Background: an optimization exercise with open tools, aiming at small area, a short achievable clock period and few clock cycles. Do not read the settings as production practice. Function was not checked in any run shown here: the RTL went through the layout flow alone. Power and IR drop assume default switching activity.

==> flow/design.v <==
module cine_div (
    input  wire [5:0] rem,       
    input  wire       din,       
    output wire       qbit,      
    output wire [5:0] rem_next
);
    wire [6:0] t = {rem, din};
    wire [6:0] d = t - 7'd60;
    assign qbit     = (t >= 7'd60);
    assign rem_next = qbit ? d[5:0] : t[5:0];
endmodule
module cine_tp (
    input  wire        clk,
    input  wire        rst,
    input  wire        ev_valid,
    output wire        ev_ready,
    input  wire [1:0]  ev_kind,      
    input  wire [7:0]  ev_off,
    input  wire [31:0] ev_data,
    output reg         rd_valid,
    output reg  [31:0] rd_data,
    output wire        gate,
    output wire        frame_ready,
    output reg         eoi,
    output reg         mem_req,
    output reg  [31:0] mem_addr,
    input  wire        mem_ack,
    input  wire [15:0] mem_rdata
);
    localparam FD = 4;               
    localparam M_PCHK  = 2'd0;       
    localparam M_PDIV  = 2'd1;       
    localparam M_IDIV  = 2'd2;       
    localparam M_TWAIT = 2'd3;       
    reg        busy;
    reg [1:0]  mode;
    reg        play_fmt;             
    reg        dphase_a;             
    reg        dqnz;                 
    reg [4:0]  dcnt;                 
    reg [5:0]  drem;                 
    reg [4:0]  rsel;                 
    reg [31:0] arg0, arg1, arg2, arg3, arg4;
    reg [1:0]  laststat;
    reg [7:0]  result;
    reg        f_badop, f_badreg, f_badcfg, f_divzero, f_addr;
    reg [15:0] tick_counter;
    reg [15:0] frame_phase;          
    reg        frame_flag;
    reg        installed;
    reg        waiting;
    reg [31:0] tick_hz;
    reg [26:0] frame_period;         
    reg [31:0] pwm_index;
    reg [31:0] pwm_acc;
    reg [31:0] pwm_tps;
    reg [7:0]  pwm_duty;
    reg [7:0]  pwm_phase;
    reg        playing;
    reg        gate_q;
    reg [31:0] src_base;
    reg [31:0] src_count;
    reg [31:0] src_rate;
    reg        src_fmt;
    reg [31:0] fr;                   
    reg        stale;                
    reg        ffirst;               
    reg [7:0]  q [0:FD-1];
    reg [2:0]  qn;
    assign ev_ready    = ~busy;
    assign gate        = gate_q;
    assign frame_ready = frame_flag;
    wire [31:0] status = {26'd0, waiting, 1'b0, installed, gate_q, playing, frame_flag};
    always @(*) begin
        case (rsel)
            5'd1:  rd_data = status;
            5'd2:  rd_data = {30'd0, laststat};
            5'd3:  rd_data = {25'd0, f_addr, 2'b00, f_divzero, f_badcfg, f_badreg, f_badop};
            5'd4:  rd_data = {24'd0, result};
            5'd8:  rd_data = arg0;
            5'd9:  rd_data = arg1;
            5'd10: rd_data = arg2;
            5'd11: rd_data = arg3;
            5'd12: rd_data = arg4;
            5'd16: rd_data = {16'd0, tick_counter};
            5'd17: rd_data = tick_hz;
            5'd18: rd_data = {5'd0, frame_period};
            5'd20: rd_data = pwm_index;
            5'd21: rd_data = pwm_acc;
            5'd22: rd_data = pwm_tps;
            5'd23: rd_data = {24'd0, pwm_duty};
            5'd24: rd_data = {24'd0, pwm_phase};
            5'd25: rd_data = src_base;
            5'd26: rd_data = src_count;
            5'd27: rd_data = src_rate;
            5'd28: rd_data = {31'd0, src_fmt};
            default: rd_data = 32'd0;
        endcase
    end
    wire take    = ev_valid & ~busy;
    wire k_wr    = take & (ev_kind == 2'd0);
    wire k_rd    = take & (ev_kind == 2'd1);
    wire k_tick  = take & (ev_kind == 2'd2);
    reg rd_legal;        
    always @(*) begin
        case (ev_off)
            8'h04, 8'h08, 8'h0C, 8'h10, 8'h20, 8'h24, 8'h28, 8'h2C, 8'h30,
            8'h40, 8'h44, 8'h48, 8'h50, 8'h54, 8'h58, 8'h5C, 8'h60, 8'h64,
            8'h68, 8'h6C, 8'h70, 8'h80, 8'h90, 8'h94, 8'h98: rd_legal = 1'b1;
            default: rd_legal = 1'b0;
        endcase
    end
    wire off_arg  = (ev_off[7:5] == 3'b001) & (ev_off[1:0] == 2'b00) &
                    (ev_off[4:2] <= 3'd4);
    wire off_cmd  = (ev_off == 8'h00);
    wire wr_arg   = k_wr & off_arg;
    wire wr_cmd   = k_wr & off_cmd;
    wire bad_reg  = (k_wr & ~off_arg & ~off_cmd) | (k_rd & ~rd_legal);
    wire [7:0] opcode = ev_data[7:0];
    wire [7:0] opt    = ev_data[15:8];
    wire hi_zero  = (ev_data[31:16] == 16'd0);
    wire opt_zero = (opt == 8'd0);
    wire c_nop     = wr_cmd & hi_zero & opt_zero & (opcode == 8'h00);
    wire c_install = wr_cmd & hi_zero & opt_zero & (opcode == 8'h01);
    wire c_play    = wr_cmd & hi_zero & (opt[7:1] == 7'd0) & (opcode == 8'h10);
    wire c_stop    = wr_cmd & hi_zero & opt_zero & (opcode == 8'h11);
    wire c_present = wr_cmd & hi_zero & opt_zero & (opcode == 8'h25);
    wire c_pal     = wr_cmd & hi_zero & opt_zero & (opcode == 8'h28);
    wire c_badop   = wr_cmd & ~(c_nop | c_install | c_play | c_stop | c_present | c_pal);
    wire [2:0] pal_rc = (arg0[7:0]   > 8'd5) ? 3'd5 : arg0[2:0];
    wire [2:0] pal_gc = (arg0[15:8]  > 8'd5) ? 3'd5 : arg0[10:8];
    wire [2:0] pal_bc = (arg0[23:16] > 8'd5) ? 3'd5 : arg0[18:16];
    wire [7:0] pal_index = (pal_rc == 3'd5 && pal_gc == 3'd5 && pal_bc == 3'd5)
                           ? 8'd255
                           : 8'd36 * pal_rc + 8'd6 * pal_gc + {5'd0, pal_bc};
    wire inst_lowhz = (arg0 < 32'd60);
    wire [33:0] play_bytes = play_fmt ? {1'b0, arg1, 1'b0} : {2'b0, arg1};
    wire [33:0] play_end   = {2'b0, arg0} + play_bytes;
    wire        play_addr_bad = (play_end > 34'h1_0000_0000);
    wire        rate_zero = (arg2 == 32'd0);
    wire [15:0] tick_next  = tick_counter + 16'd1;
    wire [16:0] phase_next = {1'b0, frame_phase} + 17'd1;
    wire        frame_hit  = (tick_next == 16'd0) ||
                             ({10'd0, phase_next} == frame_period);
    wire [31:0] acc_next   = pwm_acc + 32'd1;
    wire        advance    = (acc_next == pwm_tps);      
    wire [31:0] index_next = pwm_index + 32'd1;
    wire        at_end     = (index_next == src_count) | (src_count == 32'd0);
    wire [7:0]  phase_inc  = pwm_phase + 8'd1;
    wire        ack_ok = mem_ack & ~stale;
    wire [1:0]  n_in   = ~ack_ok ? 2'd0 :
                         src_fmt ? (ffirst ? 2'd0 : 2'd1) :
                                   (ffirst ? 2'd1 : 2'd2);
    wire [7:0]  b0     = src_fmt ? (mem_rdata[15:8] ^ 8'h80) :
                         ffirst  ? mem_rdata[15:8] : mem_rdata[7:0];
    wire [7:0]  b1     = mem_rdata[15:8];
    wire        q_has  = (qn != 3'd0) | (n_in != 2'd0);
    wire [7:0]  q_head = (qn != 3'd0) ? q[0] : b0;
    reg [7:0] qa [0:FD+1];
    integer i;
    always @(*) begin
        for (i = 0; i < FD + 2; i = i + 1) begin
            if (i < FD && i < qn)  qa[i] = q[i];
            else if (i == qn)      qa[i] = b0;
            else                   qa[i] = b1;
        end
    end
    wire tick_live   = k_tick & installed;
    wire need_sample = tick_live & playing & advance & ~at_end;
    wire twait_done  = busy & (mode == M_TWAIT) & (n_in != 2'd0);
    wire pop         = (need_sample & q_has) | twait_done;
    wire [2:0]  room_in  = src_fmt ? 3'd1 : 3'd2;
    wire [3:0]  qn_after = {1'b0, qn} + {2'b0, n_in};
    wire        can_issue = playing & (fr != 32'd0) &
                            (qn_after + {1'b0, room_in} <= FD);
    wire [31:0] fr_dec = src_fmt ? (fr - 32'd1) :
                         (fr[31:1] == 31'd0) ? 32'd0 : (fr - 32'd2);
    wire [32:0] ddiff = {1'b0, pwm_acc} - {1'b0, src_rate};
    wire        dge   = ~ddiff[32];
    wire        iq;
    wire [5:0]  irem;
    cine_div u_div60 (.rem(drem), .din(frame_period[26]), .qbit(iq), .rem_next(irem));
    wire mem_out  = mem_req & ~mem_ack;
    wire pchk     = busy & (mode == M_PCHK) & ~mem_out;
    wire pchk_ok  = pchk & ~rate_zero & ~play_addr_bad;
    wire end_tick = tick_live & playing & advance & at_end;
    wire flush    = c_stop | end_tick | pchk_ok;
    always @(posedge clk) begin
        if (rst) begin
            busy         <= 1'b0;
            mode         <= M_PCHK;
            rsel         <= 5'd0;
            rd_valid     <= 1'b0;
            eoi          <= 1'b0;
            arg0         <= 32'd0;
            arg1         <= 32'd0;
            arg2         <= 32'd0;
            arg3         <= 32'd0;
            arg4         <= 32'd0;
            laststat     <= 2'd0;
            result       <= 8'd0;
            f_badop      <= 1'b0;
            f_badreg     <= 1'b0;
            f_badcfg     <= 1'b0;
            f_divzero    <= 1'b0;
            f_addr       <= 1'b0;
            tick_counter <= 16'd0;
            frame_phase  <= 16'd0;
            frame_flag   <= 1'b0;
            installed    <= 1'b0;
            waiting      <= 1'b0;
            tick_hz      <= 32'd1000;
            frame_period <= 27'd16;
            pwm_index    <= 32'd0;
            pwm_acc      <= 32'd0;
            pwm_tps      <= 32'd1;
            pwm_duty     <= 8'd0;
            pwm_phase    <= 8'd0;
            playing      <= 1'b0;
            gate_q       <= 1'b0;
            src_base     <= 32'd0;
            src_count    <= 32'd0;
            src_rate     <= 32'd0;
            src_fmt      <= 1'b0;
            fr           <= 32'd0;
            stale        <= 1'b0;
            ffirst       <= 1'b0;
            qn           <= 3'd0;
            mem_req      <= 1'b0;
        end else begin
            rd_valid <= k_rd;
            eoi      <= 1'b0;
            if (k_rd)
                rsel <= (rd_legal & ~ev_off[7]) ? ev_off[6:2] : 5'd0;
            if (bad_reg)
                f_badreg <= 1'b1;
            if (wr_arg) begin
                case (ev_off[4:2])
                    3'd0: arg0 <= ev_data;
                    3'd1: arg1 <= ev_data;
                    3'd2: arg2 <= ev_data;
                    3'd3: arg3 <= ev_data;
                    default: arg4 <= ev_data;
                endcase
            end
            if (c_badop) begin
                f_badop  <= 1'b1;
                laststat <= 2'd3;
            end
            if (c_nop)
                laststat <= 2'd0;
            if (c_install) begin
                if (installed) begin
                    laststat <= 2'd1;
                end else if (inst_lowhz) begin
                    f_badcfg <= 1'b1;
                    laststat <= 2'd3;
                end else begin
                    tick_hz      <= arg0;
                    frame_period <= arg0[26:0];
                    drem         <= {1'b0, arg0[31:27]};
                    dcnt         <= 5'd26;
                    busy         <= 1'b1;
                    mode         <= M_IDIV;
                end
            end
            if (c_play) begin
                play_fmt <= opt[0];
                busy     <= 1'b1;
                mode     <= M_PCHK;
            end
            if (c_stop) begin
                pwm_index <= 32'd0;
                pwm_acc   <= 32'd0;
                pwm_phase <= 8'd0;
                playing   <= 1'b0;
                gate_q    <= 1'b0;
                laststat  <= 2'd0;
                fr        <= 32'd0;
            end
            if (c_present) begin
                if (frame_flag) begin
                    frame_flag <= 1'b0;
                    laststat   <= 2'd0;
                end else begin
                    waiting <= 1'b1;
                end
            end
            if (c_pal) begin
                result   <= pal_index;
                laststat <= 2'd0;
            end
            if (tick_live) begin
                tick_counter <= tick_next;
                if (frame_hit) begin
                    frame_phase <= 16'd0;
                    if (waiting) begin
                        waiting    <= 1'b0;
                        frame_flag <= 1'b0;
                        laststat   <= 2'd0;
                    end else begin
                        frame_flag <= 1'b1;
                    end
                end else begin
                    frame_phase <= phase_next[15:0];
                end
                if (playing) begin
                    if (advance) begin
                        pwm_acc   <= 32'd0;
                        pwm_index <= index_next;
                        if (at_end) begin
                            playing <= 1'b0;
                            gate_q  <= 1'b0;
                            fr      <= 32'd0;
                            eoi     <= 1'b1;
                        end else if (q_has) begin
                            pwm_duty  <= q_head;
                            pwm_phase <= phase_inc;
                            gate_q    <= (phase_inc < q_head);
                            eoi       <= 1'b1;
                        end else begin
                            busy <= 1'b1;
                            mode <= M_TWAIT;
                        end
                    end else begin
                        pwm_acc   <= acc_next;
                        pwm_phase <= phase_inc;
                        gate_q    <= (phase_inc < pwm_duty);
                        eoi       <= 1'b1;
                    end
                end else begin
                    eoi <= 1'b1;
                end
            end
            if (busy) begin
                case (mode)
                M_PCHK: if (!mem_out) begin
                    if (rate_zero) begin
                        f_divzero <= 1'b1;
                        laststat  <= 2'd3;
                        busy      <= 1'b0;
                    end else if (play_addr_bad) begin
                        f_addr   <= 1'b1;
                        laststat <= 2'd3;
                        busy     <= 1'b0;
                    end else begin
                        src_base  <= arg0;
                        src_count <= arg1;
                        src_rate  <= arg2;
                        src_fmt   <= play_fmt;
                        pwm_index <= 32'd0;
                        pwm_acc   <= tick_hz;        
                        pwm_tps   <= 32'd0;          
                        pwm_phase <= 8'd0;
                        playing   <= 1'b1;
                        laststat  <= 2'd0;
                        dphase_a  <= 1'b1;
                        dqnz      <= 1'b0;
                        dcnt      <= 5'd0;
                        fr        <= arg1;
                        mem_addr  <= arg0;
                        ffirst    <= 1'b1;
                        mode      <= M_PDIV;
                    end
                end
                M_PDIV: begin
                    if (dphase_a && dge && !src_rate[31]) begin
                        src_rate <= {src_rate[30:0], 1'b0};
                        dcnt     <= dcnt + 5'd1;
                    end else begin
                        dphase_a <= 1'b0;
                        if (dge) begin
                            pwm_acc <= ddiff[31:0];
                            dqnz    <= 1'b1;
                        end
                        if (dcnt == 5'd0) begin
                            pwm_acc <= 32'd0;
                            pwm_tps <= {pwm_tps[30:0], dge | ~dqnz};
                            busy    <= 1'b0;
                        end else begin
                            pwm_tps  <= {pwm_tps[30:0], dge};
                            src_rate <= {1'b0, src_rate[31:1]};
                            dcnt     <= dcnt - 5'd1;
                        end
                    end
                end
                M_IDIV: begin
                    drem         <= irem;
                    frame_period <= {frame_period[25:0], iq};
                    dcnt         <= dcnt - 5'd1;
                    if (dcnt == 5'd0) begin
                        installed <= 1'b1;
                        laststat  <= 2'd0;
                        busy      <= 1'b0;
                    end
                end
                default: begin   
                    if (n_in != 2'd0) begin
                        pwm_duty  <= b0;
                        pwm_phase <= phase_inc;
                        gate_q    <= (phase_inc < b0);
                        eoi       <= 1'b1;
                        busy      <= 1'b0;
                    end
                end
                endcase
            end
            if (flush) begin
                qn    <= 3'd0;
                stale <= mem_out;
                if (mem_ack)
                    mem_req <= 1'b0;
            end else begin
                if (mem_ack) begin
                    stale <= 1'b0;
                    if (!stale) begin
                        ffirst   <= 1'b0;
                        mem_addr <= mem_addr + 32'd2;
                    end
                end
                for (i = 0; i < FD; i = i + 1)
                    q[i] <= pop ? qa[i + 1] : qa[i];
                qn <= qn_after[2:0] - {2'd0, pop};
                if (!mem_out) begin
                    mem_req <= can_issue;
                    if (can_issue)
                        fr <= fr_dec;
                end
            end
        end
    end
endmodule
==> flow/run.sh <==
#!/bin/bash
# synth_recipe.tcl (not shown) runs the flow's synth.tcl, then flattens the netlist and writes it again
# the make line also repeats each setting of config.mk as NAME=value (left out here)
make -C /OpenROAD-flow-scripts/flow DESIGN_CONFIG=/design/flow/config.mk WORK_HOME=/design/flow/orfs CLKGATE_MAP_FILE= SYNTH_SCRIPT=/design/flow/synth_recipe.tcl finish
==> flow/config.mk <==
export PLATFORM = sky130hd
export DESIGN_NAME = cine_tp
export DESIGN_NICKNAME = cine_tp
export VERILOG_FILES = /design/flow/design.v
export SDC_FILE = /design/flow/constraint.sdc
export NUM_CORES = 4
export LEC_CHECK = 0
export CAP_MARGIN = 20
export CORE_MARGIN = 2
export CORE_UTILIZATION = 40
export SLEW_MARGIN = 20
==> flow/constraint.sdc <==
create_clock -name core_clock -period 8.0 [get_ports {clk}]
set_input_delay 1.6000 -clock core_clock [delete_from_list [all_inputs] [get_ports {clk}]]
set_output_delay 1.6000 -clock core_clock [all_outputs]
set_load 0.01 [all_outputs]
==> results of run 1 <==
cells by family after synthesis:
kind of cell               count (synthesis)  synth area share (%)
and+or+nand+nor                         1968                 23.36
AOI/OAI and AO/OA                       1627                 27.67
DFF                                      606                 32.33
buffers and inverters                    532                 5.266
xor gates and xnor gates                 212                 4.649
adders and majority gates                129                 4.173
muxes                                     97                 2.547
flip-flops by register name (all words and copies together), names as in the netlist, 6 cells and up:
name and flops:
arg0 32, arg1 32, arg2 32, arg3 32
arg4 32, fr 32, mem_addr 32, pwm_acc 32
pwm_index 32, pwm_tps 32, q 32, src_base 32
src_count 32, src_rate 32, tick_hz 32, frame_period 27
frame_phase 16, tick_counter 16, pwm_duty 8, pwm_phase 8
result 8, drem 6
cell type report:
class                      instances  area share (%)
antenna                            5         0.02797
clock buffer                     109           4.847
clock inverter                    21          0.5818
inverter                         126           1.068
multi-input combinational       4033           56.11
sequential                       606           28.87
tap                             1287           3.600
timing repair buffer             244           4.895
worst max-delay path, delay by kind of cell, from the launching register on:
kind	cells	cell delay, ps
buffers and inverters	3	1110
AO/OA/AOI/OAI	2	1110
flip-flops	1	770
AND/OR/NAND/NOR	5	1140
worst paths after layout:
check	startpoint	end	slack, ps	cells after the start
max	rsel[3]$_SDFFE_PP0P_	rd_data[1]	1620	10
min	f_badop$_SDFFE_PP0P_	f_badop$_SDFFE_PP0P_	450	2
min reg2reg	f_badop$_SDFFE_PP0P_	f_badop$_SDFFE_PP0P_	450	2
max reg2reg	play_fmt$_DFFE_PP_	src_rate[31]$_SDFFE_PP0P_	1930	15
metal layers:
layer | routed length (um) | GRT usage [%]
met5 | 72 | 0
met4 | 11570 | 18.76
met3 | 26030 | 11.04
met2 | 76860 | 50.56
met1 | 74970 | 47.61
metrics by stage:
stage                     util (%)  area (um^2)  hold slack, ps
after global placement       42.84        42290           437.1
after CTS                    45.30        44720           448.1
final                        45.32        44730           448.7
after global routing         45.30        44720           466.1
after detailed placement     42.84        42290           438.6
after floorplan                  -        39940           425.9
power by group through the flow:
stage	combinational [uW]	sequential, uW	clock [uW]
finish	353	3150	3460
floorplan	189	3210	0
CTS	344	3150	3450
detailed placement	343	3210	0
global placement	340	3210	0
global route	376	3150	3580
cells in the final DEF (no fill, tap or decap), types with 106 or more instances in the layout:
cell / netlist / routed
nor3_1: 125 / 121
nand3_1: 165 / 165
a21oi_1: 483 / 482
o211ai_1: 122 / 122
o21ai_0: 233 / 233
a221oi_1: 106 / 106
ha_1: 122 / 121
nor2_1: 301 / 282
buf_4: 6 / 111
nand2_1: 856 / 854
xnor2_1: 124 / 124
dfxtp_1: 528 / 528
clkdlybuf4s50_1: 0 / 130
inv_1: 124 / 124
==> results.ini, run 1 <==
[critical_path]
slowest_stage=dfxtp_1
crit_path_max_fanout=31
critPathRequiredTime_ps=6400
critPathCaptureType=primary output
cp.arrival_ps=4780
start_kind=flop
critPathMostFrequentCell=nand3_1
criticalPathCategory=reg -> out
cpPeakStageDelay_ps=770
path_cells=inv_1 -> nand3_1 -> nor2_2 -> buf_4 -> a22o_1 -> a221oi_1 -> nand3_1 -> nor2_1 -> nand4_1 -> clkdlybuf4s50_1

[pwr]
power_switching_uw=1677
ir_drop_mv=0.1563
switching_share_pct=24.10
power_density_nw_per_um2=155.6
p_seq_share_pct=45.2
intPower_uw=5283
leakagePower_uw=0.01552
clockPowerShare_pct=49.7
p_total_uw=6960
combPwrFrac_pct=5.1

[drt]
ant_nets=0
wl_per_cell_um=29.47
viasPerCell=6.727
vias=43264
drc=0
drtIter0Drc=6845
drt-pass1-iter-count=10
drt_wl_total_um=189500

[synth]
synth_top_area_share_pct=26.46
async_reset_ff_share_pct=0
synth_commonest_cells=nand2_1 (856), dfxtp_1 (528), a21oi_1 (483)
avgSynthCellArea_um2=7.724
syn_nets=5362
synth-edff-count=78
synth_area_um2=39940
ys_warn_count=3
synth_area_leaders=dfxtp_1 (26%), nand2_1 (8.0%), a21oi_1 (6.1%)
dominantRegCellSynth=dfxtp_1
synth_top_area_cell=dfxtp_1
ys_seq_elements=606
synth_seq_area_share_pct=32.33
synth_cells=5171
synth_most_common_cell=nand2_1
yosysUniqueCellTypes=102

[sta]
rsz0062_at_grt=no
maxSlewViolCount=0
fin_crit_sh_pct=79.77
max_freq_mhz=156.7
min_period_ps=6382
fin_setup_tns_ps=0
finalClockSkew_ps=39.01
slew_headroom_pct=26.76
final-setup-viol-count=0
finalHoldViolCount=0
finalWorstSetupSlack_ps=1618
tightest_slew_ps=1089

[cts]
clock_latency_ps=650
cts_root_buf=clkbuf_16
clockBufferDepth=3
clock_sink_count=606
cts_buffers=71
path_clk_slew_ps=60
holdBufCountCts=0
cts_tree=built
postCtsSetupBuffers=0
htree_num_levels=3
cts_resized=0

[grt]
grt.total_usage_pct=35.46
grt_pass1_wl_um=270900
antenna_found_initial=12
grt_pass1_vias=38331
grt_overflow=0
grt_start_max_net_pins=144

[status]
status=no timing/DRC/antenna violations

[floorplan]
die-area_um2=102400
initial_core_util_pct=40.46
fp.dieH_um=320.0
core_area_um2=98710
die_w_um=320.0
io_pins=132
rows=115

[job]
drv_cap=0

[finish]
fin_cells=6431
regArea_um2=12910
multi_input_area_um2=25100
nNetsFinal=5273
n_fill_cell=9928
drive_above_1_share_pct=7.784
syn2layout_area_growth_pct=11.99

[worst_hold_path]
hp-class=reg -> reg

[placed_design]
hpwl_um=140900
portBuffers=131
routabilityCongestion=1.070
dp_slack_ps=1967
placed_cells=6296

==> run 2: changes to the inputs <==
--- a/flow/config.mk
+++ b/flow/config.mk
@@ -5,6 +5,7 @@
 export SDC_FILE = /design/flow/constraint.sdc
 export NUM_CORES = 4
 export LEC_CHECK = 0
+export ABC_AREA = 1
 export CAP_MARGIN = 20
 export CORE_MARGIN = 2
 export CORE_UTILIZATION = 40
==> results.ini, run 2 <==
[drt]
viasPerCell=5.895
drt_wl_total_um=213400
drtIter0Drc=6721
ant_nets=0
wl_per_cell_um=26.34
drt-pass1-iter-count=7
drc=0
vias=47765

[finish]
nNetsFinal=6841
n_fill_cell=11075
final_common_cell=nand2_1
final_cell_mix=nand2_1 (1,606), inv_1 (945), nor2_1 (685)
fin_cells=8102
drive_above_1_share_pct=4.113
regArea_um2=12910
multi_input_area_um2=24200
syn2layout_area_growth_pct=12.76

[pwr]
power_switching_uw=1914
ir_drop_mv=0.1873
leakagePower_uw=0.02026
power_density_nw_per_um2=156.4
combPwrFrac_pct=6.0
intPower_uw=5465
clockPowerShare_pct=51.1
switching_share_pct=25.94
p_seq_share_pct=42.9

[synth]
synth_area_um2=41840
synth_cells=6639
synth_top_area_cell=dfxtp_1
avgSynthCellArea_um2=6.302
synth_most_common_cell=nand2_1
dominantRegCellSynth=dfxtp_1
yosysUniqueCellTypes=59
ys_warn_count=3
synth-edff-count=78
synth_commonest_cells=nand2_1 (1,607), inv_1 (946), nor2_1 (689)
async_reset_ff_share_pct=0
synth_seq_area_share_pct=30.86
syn_nets=6830
synth_area_leaders=dfxtp_1 (25%), nand2_1 (14%), inv_1 (8.5%)
synth_top_area_share_pct=25.26
ys_seq_elements=606

[floorplan]
die_w_um=327.4
rows=118
io_pins=132
core_area_um2=103600
die-area_um2=107200
initial_core_util_pct=40.37
fp.dieH_um=327.4

[sta]
finalClockSkew_ps=52.38
fin_crit_sh_pct=83.61
maxSlewViolCount=0
rsz0062_at_grt=no
min_period_ps=6689
finalHoldViolCount=0
final-setup-viol-count=0
slew_headroom_pct=15.10
tightest_slew_ps=1273
fin_setup_tns_ps=0
max_freq_mhz=149.5

[cts]
clockBufferDepth=3
clock_sink_count=606
cts_root_buf=clkbuf_16
postCtsSetupBuffers=0
htree_num_levels=3
cts_tree=built
holdBufCountCts=0
path_clk_slew_ps=60
clock_latency_ps=710
cts_buffers=75
cts_resized=0

[placed_design]
routabilityCongestion=1.083
portBuffers=131
hpwl_um=164200
placed_cells=7951

[grt]
grt.total_usage_pct=38.48
grt_overflow=0
antenna_found_initial=20
grt_pass1_wl_um=301900
grt_pass1_vias=42399
grt_start_max_net_pins=157

[critical_path]
cp.arrival_ps=5090
critPathCaptureType=primary output
start_kind=flop
critPathRequiredTime_ps=6400
crit_path_max_fanout=10
criticalPathCategory=reg -> out

[job]
drv_cap=0

[status]
status=no timing/DRC/antenna violations

[worst_hold_path]
hp-class=reg -> reg

run 2: final timing paths:
check	start	end	slack (ps)	cells past startpoint
max	rsel[4]$_SDFFE_PP0P_	rd_data[1]	1310	8
max reg2reg	play_fmt$_DFFE_PP_	dqnz$_DFFE_PP_	1810	24
min reg2reg	arg3[22]$_SDFFE_PP0P_	arg3[22]$_SDFFE_PP0P_	450	2
min	arg3[22]$_SDFFE_PP0P_	arg3[22]$_SDFFE_PP0P_	450	2
run 2: cells by family (layout without fill, tap and decap cells):
family	Yosys count	in the layout	synth area share (%)
other cells	0	11	0
buf+inv	1247	1319	11.47
flops	606	606	30.86
fa+ha+maj	129	129	3.983
simple gates	3036	3036	30.31
xor+xnor	159	159	3.496
compound gates	1462	1462	19.88
run 2: per-stage QoR:
step	total power [uW]	utilization, %	worst slack, ps	area [um^2]	hold slack (ps)
after detailed placement	3662	42.88	1916	44450	439.5
after global routing	7535	45.49	1490	47150	471.2
after floorplan	3473	-	3433	41840	423.6
after CTS	7373	45.46	1597	47120	448.2
final	7379	45.52	1311	47180	453.1
after global placement	3658	42.88	2019	44440	432.7
run 2: cell type report:
class / instances / area share (%)
antenna: 11 / 0.05834
clock buffer: 116 / 4.758
clock inverter: 22 / 0.9070
inverter: 962 / 7.669
multi-input combinational: 4786 / 51.30
sequential: 606 / 27.37
tap: 1380 / 3.660
timing repair buffer: 219 / 4.283
run 2: power by group through the flow:
| stage | clock, uW | combinational, uW | sequential (uW) |
|---|---|---|---|
| after floorplan | 0 | 249 | 3220 |
| after global placement | 0 | 427 | 3230 |
| after detailed placement | 0 | 430 | 3230 |
| after CTS | 3780 | 432 | 3170 |
| after global routing | 3890 | 481 | 3170 |
| final | 3770 | 442 | 3170 |
run 2: per-layer routing:
| metal | GRT usage (%) | vias up | wire length (um) |
|---|---|---|---|
| met5 | 0 | - | 121 |
| met4 | 22.62 | 20 | 14290 |
| li1 | - | 21974 | - |
| met2 | 54.72 | 2888 | 85890 |
| met1 | 52.02 | 22300 | 86840 |
| met3 | 10.18 | 583 | 26300 |
run 2: worst max-delay path, cell delays in order, from the launching register on:
cell and delay (ps):
dfxtp_1 610, nand2_1 270, nor2_2 560, clkinv_1 930, o22ai_1 840, a221oi_1 210, buf_4 250, nand4_1 110
clkdlybuf4s50_1 570
==> run 3: changes to the inputs <==
--- a/flow/design.v
+++ b/flow/design.v
@@ -28,12 +28,13 @@
     input  wire [15:0] mem_rdata
 );
     localparam FD = 4;               
-    localparam M_PCHK  = 2'd0;       
-    localparam M_PDIV  = 2'd1;       
-    localparam M_IDIV  = 2'd2;       
-    localparam M_TWAIT = 2'd3;       
+    localparam M_PCHK  = 3'd0;       
+    localparam M_PSET  = 3'd4;       
+    localparam M_PDIV  = 3'd1;       
+    localparam M_IDIV  = 3'd2;       
+    localparam M_TWAIT = 3'd3;       
     reg        busy;
-    reg [1:0]  mode;
+    reg [2:0]  mode;
     reg        play_fmt;             
     reg        dphase_a;             
     reg        dqnz;                 
@@ -62,7 +63,6 @@
     reg [31:0] src_count;
     reg [31:0] src_rate;
     reg        src_fmt;
-    reg [31:0] fr;                   
     reg        stale;                
     reg        ffirst;               
     reg [7:0]  q [0:FD-1];
@@ -146,6 +146,7 @@
     wire        advance    = (acc_next == pwm_tps);      
     wire [31:0] index_next = pwm_index + 32'd1;
     wire        at_end     = (index_next == src_count) | (src_count == 32'd0);
+    wire [31:0] left       = src_count - pwm_index;
     wire [7:0]  phase_inc  = pwm_phase + 8'd1;
     wire        ack_ok = mem_ack & ~stale;
     wire [1:0]  n_in   = ~ack_ok ? 2'd0 :
@@ -171,20 +172,20 @@
     wire pop         = (need_sample & q_has) | twait_done;
     wire [2:0]  room_in  = src_fmt ? 3'd1 : 3'd2;
     wire [3:0]  qn_after = {1'b0, qn} + {2'b0, n_in};
-    wire        can_issue = playing & (fr != 32'd0) &
+    wire        twait     = busy & (mode == M_TWAIT);
+    wire [3:0]  thr       = qn_after + 4'd1 - {3'd0, twait};
+    wire        more_left = (left[31:4] != 28'd0) | (left[3:0] > thr);
+    wire        can_issue = playing & more_left & ~(busy & (mode == M_PCHK)) &
                             (qn_after + {1'b0, room_in} <= FD);
-    wire [31:0] fr_dec = src_fmt ? (fr - 32'd1) :
-                         (fr[31:1] == 31'd0) ? 32'd0 : (fr - 32'd2);
     wire [32:0] ddiff = {1'b0, pwm_acc} - {1'b0, src_rate};
     wire        dge   = ~ddiff[32];
     wire        iq;
     wire [5:0]  irem;
     cine_div u_div60 (.rem(drem), .din(frame_period[26]), .qbit(iq), .rem_next(irem));
     wire mem_out  = mem_req & ~mem_ack;
-    wire pchk     = busy & (mode == M_PCHK) & ~mem_out;
-    wire pchk_ok  = pchk & ~rate_zero & ~play_addr_bad;
+    wire pset     = busy & (mode == M_PSET);
     wire end_tick = tick_live & playing & advance & at_end;
-    wire flush    = c_stop | end_tick | pchk_ok;
+    wire flush    = c_stop | end_tick | pset;
     always @(posedge clk) begin
         if (rst) begin
             busy         <= 1'b0;
@@ -222,7 +223,6 @@
             src_count    <= 32'd0;
             src_rate     <= 32'd0;
             src_fmt      <= 1'b0;
-            fr           <= 32'd0;
             stale        <= 1'b0;
             ffirst       <= 1'b0;
             qn           <= 3'd0;
@@ -276,7 +276,6 @@
                 playing   <= 1'b0;
                 gate_q    <= 1'b0;
                 laststat  <= 2'd0;
-                fr        <= 32'd0;
             end
             if (c_present) begin
                 if (frame_flag) begin
@@ -311,7 +310,6 @@
                         if (at_end) begin
                             playing <= 1'b0;
                             gate_q  <= 1'b0;
-                            fr      <= 32'd0;
                             eoi     <= 1'b1;
                         end else if (q_has) begin
                             pwm_duty  <= q_head;
@@ -344,6 +342,10 @@
                         laststat <= 2'd3;
                         busy     <= 1'b0;
                     end else begin
+                        mode      <= M_PSET;
+                    end
+                end
+                M_PSET: begin
                         src_base  <= arg0;
                         src_count <= arg1;
                         src_rate  <= arg2;
@@ -357,11 +359,9 @@
                         dphase_a  <= 1'b1;
                         dqnz      <= 1'b0;
                         dcnt      <= 5'd0;
-                        fr        <= arg1;
                         mem_addr  <= arg0;
                         ffirst    <= 1'b1;
                         mode      <= M_PDIV;
-                    end
                 end
                 M_PDIV: begin
                     if (dphase_a && dge && !src_rate[31]) begin
@@ -423,8 +423,6 @@
                 qn <= qn_after[2:0] - {2'd0, pop};
                 if (!mem_out) begin
                     mem_req <= can_issue;
-                    if (can_issue)
-                        fr <= fr_dec;
                 end
             end
         end
--- a/flow/config.mk
+++ b/flow/config.mk
@@ -5,8 +5,9 @@
 export SDC_FILE = /design/flow/constraint.sdc
 export NUM_CORES = 4
 export LEC_CHECK = 0
-export ABC_AREA = 1
+export ABC_CLOCK_PERIOD_IN_PS = 5000
 export CAP_MARGIN = 20
 export CORE_MARGIN = 2
 export CORE_UTILIZATION = 40
+export SETUP_SLACK_MARGIN = 3
 export SLEW_MARGIN = 20
==> results.ini, run 3 <==
[grt]
antenna_found_initial=6
grt_start_max_net_pins=196
grt.total_usage_pct=35.16
grt_pass1_vias=35697
grt_overflow=0
grt_pass1_wl_um=253600

[job]
drv_cap=0

[worst_hold_path]
hold_path.startpoint=f_badop$_SDFFE_PP0P_
whs_endpoint=f_badop$_SDFFE_PP0P_
hold_depth=2
hp-class=reg -> reg

[synth]
synth_compound_area_share_pct=25.93
synth_most_common_cell=nand2_1
synth_commonest_cells=nand2_1 (766), a21oi_1 (545), dfxtp_1 (497)
synthAdderAreaFrac_pct=5.503
synth_top_family_by_area=compound AO/OA/AOI/OAI gates
ys_seq_elements=575
ys_warn_count=3
synth-xor-area-share_pct=5.998
syn_nets=5132
yosysUniqueCellTypes=92
async_reset_ff_share_pct=0
synth_seq_area_share_pct=32.65
synth.area.mux_share_pct=1.907
avgSynthCellArea_um2=7.669
synth_area_leaders=dfxtp_1 (26%), nand2_1 (7.6%), a21oi_1 (7.2%)
synth-simple-area-share_pct=22.95
synth-edff-count=78
synth_cells=4910
dominantRegCellSynth=dfxtp_1
synth_top_area_share_pct=26.42
synth_area_um2=37650
synth_top_area_cell=dfxtp_1

[finish]
drive_above_1_share_pct=7.744
syn2layout_area_growth_pct=13.63
n_fill_cell=9390
nNetsFinal=5106
final_common_cell=nand2_1
final_cell_mix=nand2_1 (764), a21oi_1 (545), dfxtp_1 (478)

[drt]
drc=0
vias=40183
drtIter0Drc=6490
viasPerCell=6.491
drt-pass1-iter-count=12
ant_nets=0
wl_per_cell_um=28.74
drt_wl_total_um=178000

[cts]
cts_tree=built
cts_root_buf=clkbuf_16
clock_sink_count=575
clock_latency_ps=640
clockBufferDepth=3
path_clk_slew_ps=60
cts_buffers=69
htree_num_levels=3

[pwr]
leakagePower_uw=0.01531
ir_drop_mv=0.1441
power_density_nw_per_um2=153.6
p_total_uw=6573

[floorplan]
die-area_um2=96600
die_w_um=310.8
fp.dieH_um=310.8
initial_core_util_pct=40.34
core_area_um2=93330
io_pins=132
rows=112

[sta]
maxSlewViolCount=0
fin_crit_sh_pct=62.87
finalHoldViolCount=0
slew_headroom_pct=22.05
fin_setup_tns_ps=0
max_freq_mhz=198.8
tightest_slew_ps=1165
min_period_ps=5030
rsz0062_at_grt=yes
finalClockSkew_ps=32.34
final-setup-viol-count=0

[placed_design]
portBuffers=131
routabilityCongestion=1.006
hpwl_um=131100

[status]
status=no timing/DRC/antenna violations

[critical_path]
r2r_setup_slack_ps=2970
critPathCaptureType=flop
cp.arrival_ps=5550
reg2reg_to=pwm_acc[30]$_SDFF_PP0_
criticalPathCategory=reg -> reg
start_kind=flop
crit_path_max_fanout=11
r2r_cells=14
critPathRequiredTime_ps=8520
r2r-start=src_rate[3]$_SDFFE_PP0P_

==> run 3: changes by cell type in the layout (fill, tap and decap cells not counted), moves of 198 or more <==
| cell | change |
|---|---|
| nor2_1 | -304 |
| o21ai_0 | -219 |
| nand2_1 | -842 |
| inv_1 | -795 |
| o22ai_1 | -198 |
| nand3_1 | -262 |
==> run 3: how the worst max path moves through the flow <==
stage | endpoint | startpoint | slack (ps) | depth (start not counted)
2_1_floorplan | mem_req$_SDFFE_PP0P_ | mem_ack | 3090 | 17
3_3_place_gp | mem_req$_SDFFE_PP0P_ | mem_ack | 2150 | 18
3_5_place_dp | mem_req$_SDFFE_PP0P_ | mem_ack | 2050 | 19
4_1_cts | rd_data[20] | rsel[4]$_SDFFE_PP0P_ | 2990 | 9
5_1_grt | qn[2]$_SDFF_PN0_ | pwm_index[11]$_SDFF_PP0_ | 2930 | 14
6_report | pwm_acc[30]$_SDFF_PP0_ | src_rate[3]$_SDFFE_PP0P_ | 2970 | 14
==> run 3: layer usage <==
metal / vias up / track usage, % / part of all wire [%]
li1: 17901 / - / -
met1: 19186 / 47.90 / 40
met2: 2613 / 49.86 / 40
met3: 481 / 9.837 / 13
met4: 2 / 19.18 / 6.6
met5: - / 0 / 0.0067
==> run 3: critical path, stage by stage (launching register included) <==
cell      delay (ps)
dfxtp_1          500
inv_1            170
ha_1             260
or2_2            310
o21ai_0          380
a211oi_2         200
nor4b_2          650
o31ai_2          250
a32oi_4          300
a21oi_1          110
buf_4            220
and2_1           350
a22oi_1          780
nor3_1           140
a221o_1          290
==> run 3: power by group <==
group | leakage (uW) | internal (uW) | switching, uW
Clock | 0.00111 | 1860 | 1370
Sequential | 0.00478 | 2970 | 29.4
Combinational | 0.00943 | 122 | 215
Total | 0.0153 | 4950 | 1620
==> run 3: logic make-up after synthesis <==
kind of cell	after synthesis
flip-flops	575
XOR/XNOR	253
AND/OR/NAND/NOR	1868
adder cells (fa/ha/maj)	161
buffers and inverters	486
AO/OA/AOI/OAI	1500
multiplexers	67
==> run 3: what timing repair did <==
| action | in CTS | in global routing |
|---|---|---|
| hold buffers | 0 | 0 |
| setup endpoints to repair | 164 | 196 |
| hold endpoints to repair | 0 | 0 |
| pin swaps | 8 | 6 |
| buffers inserted | 13 | 6 |
| resized for setup | 45 | 56 |
| gates cloned | 3 | 0 |
==> run 3: final cells by class <==
class	count	area [um^2]	area share (%)
well taps	1254	1569	3.667
inverters	154	581.8	1.360
multi-input cells	3851	23900	55.85
diodes	4	10.01	0.02339
clock inverters	27	276.5	0.6463
repair inverters	1	7.507	0.01755
clock buffers	93	1971	4.606
flip-flops and latches	575	12330	28.81
repair buffers	232	2150	5.024
==> run 3: per-stage QoR <==
stage | hold slack (ps) | instance area, um^2 | cells | setup WS, ps | utilization [%]
final | 447.2 | 42790 | 6191 | 2970 | 45.84
after floorplan | 425.2 | 37650 | 4910 | 3093 | -
after detailed placement | 438.0 | 39980 | 6045 | 2051 | 42.83
after global placement | 434.1 | 39960 | 6044 | 2152 | 42.82
after CTS | 447.0 | 42520 | 6181 | 2990 | 45.56
after global routing | 463.0 | 42780 | 6188 | 2928 | 45.84

==> static timing again, ports no longer ideal <==
Ports are ideal in the flow. The routed layouts listed here were re-timed in OpenROAD. Step 1 assumes that a clkbuf_16 drives the clock port and a buf_2 every other input. Step 2 adds t to the input delays and takes it off the output delays; t is the mean of the earliest and latest rising clock arrival at the registers after step 1. Input paths then give back, and output paths get back, about the clock's delay inside the block. a / b / c = ideal ports / drivers / drivers and shift; a / b = the first two.
run	t, ns	slack for setup (ns)	worst hold slack (ns)	worst setup path after step 2
run 1	0.696	1.618 / 1.549 / 1.884	0.449 / 0.449 / 0.449	input to register
run 2	0.766	1.311 / 1.228 / 1.810	0.453 / 0.453 / 0.453	register to register
run 3	0.692	2.970 / 2.943 / 2.555	0.447 / 0.447 / 0.447	input to register
After both steps setup and hold are still met in every run listed. The setup slack of run 3, which loses most, moves by -0.027 ns with the drivers and by -0.415 ns with both steps.
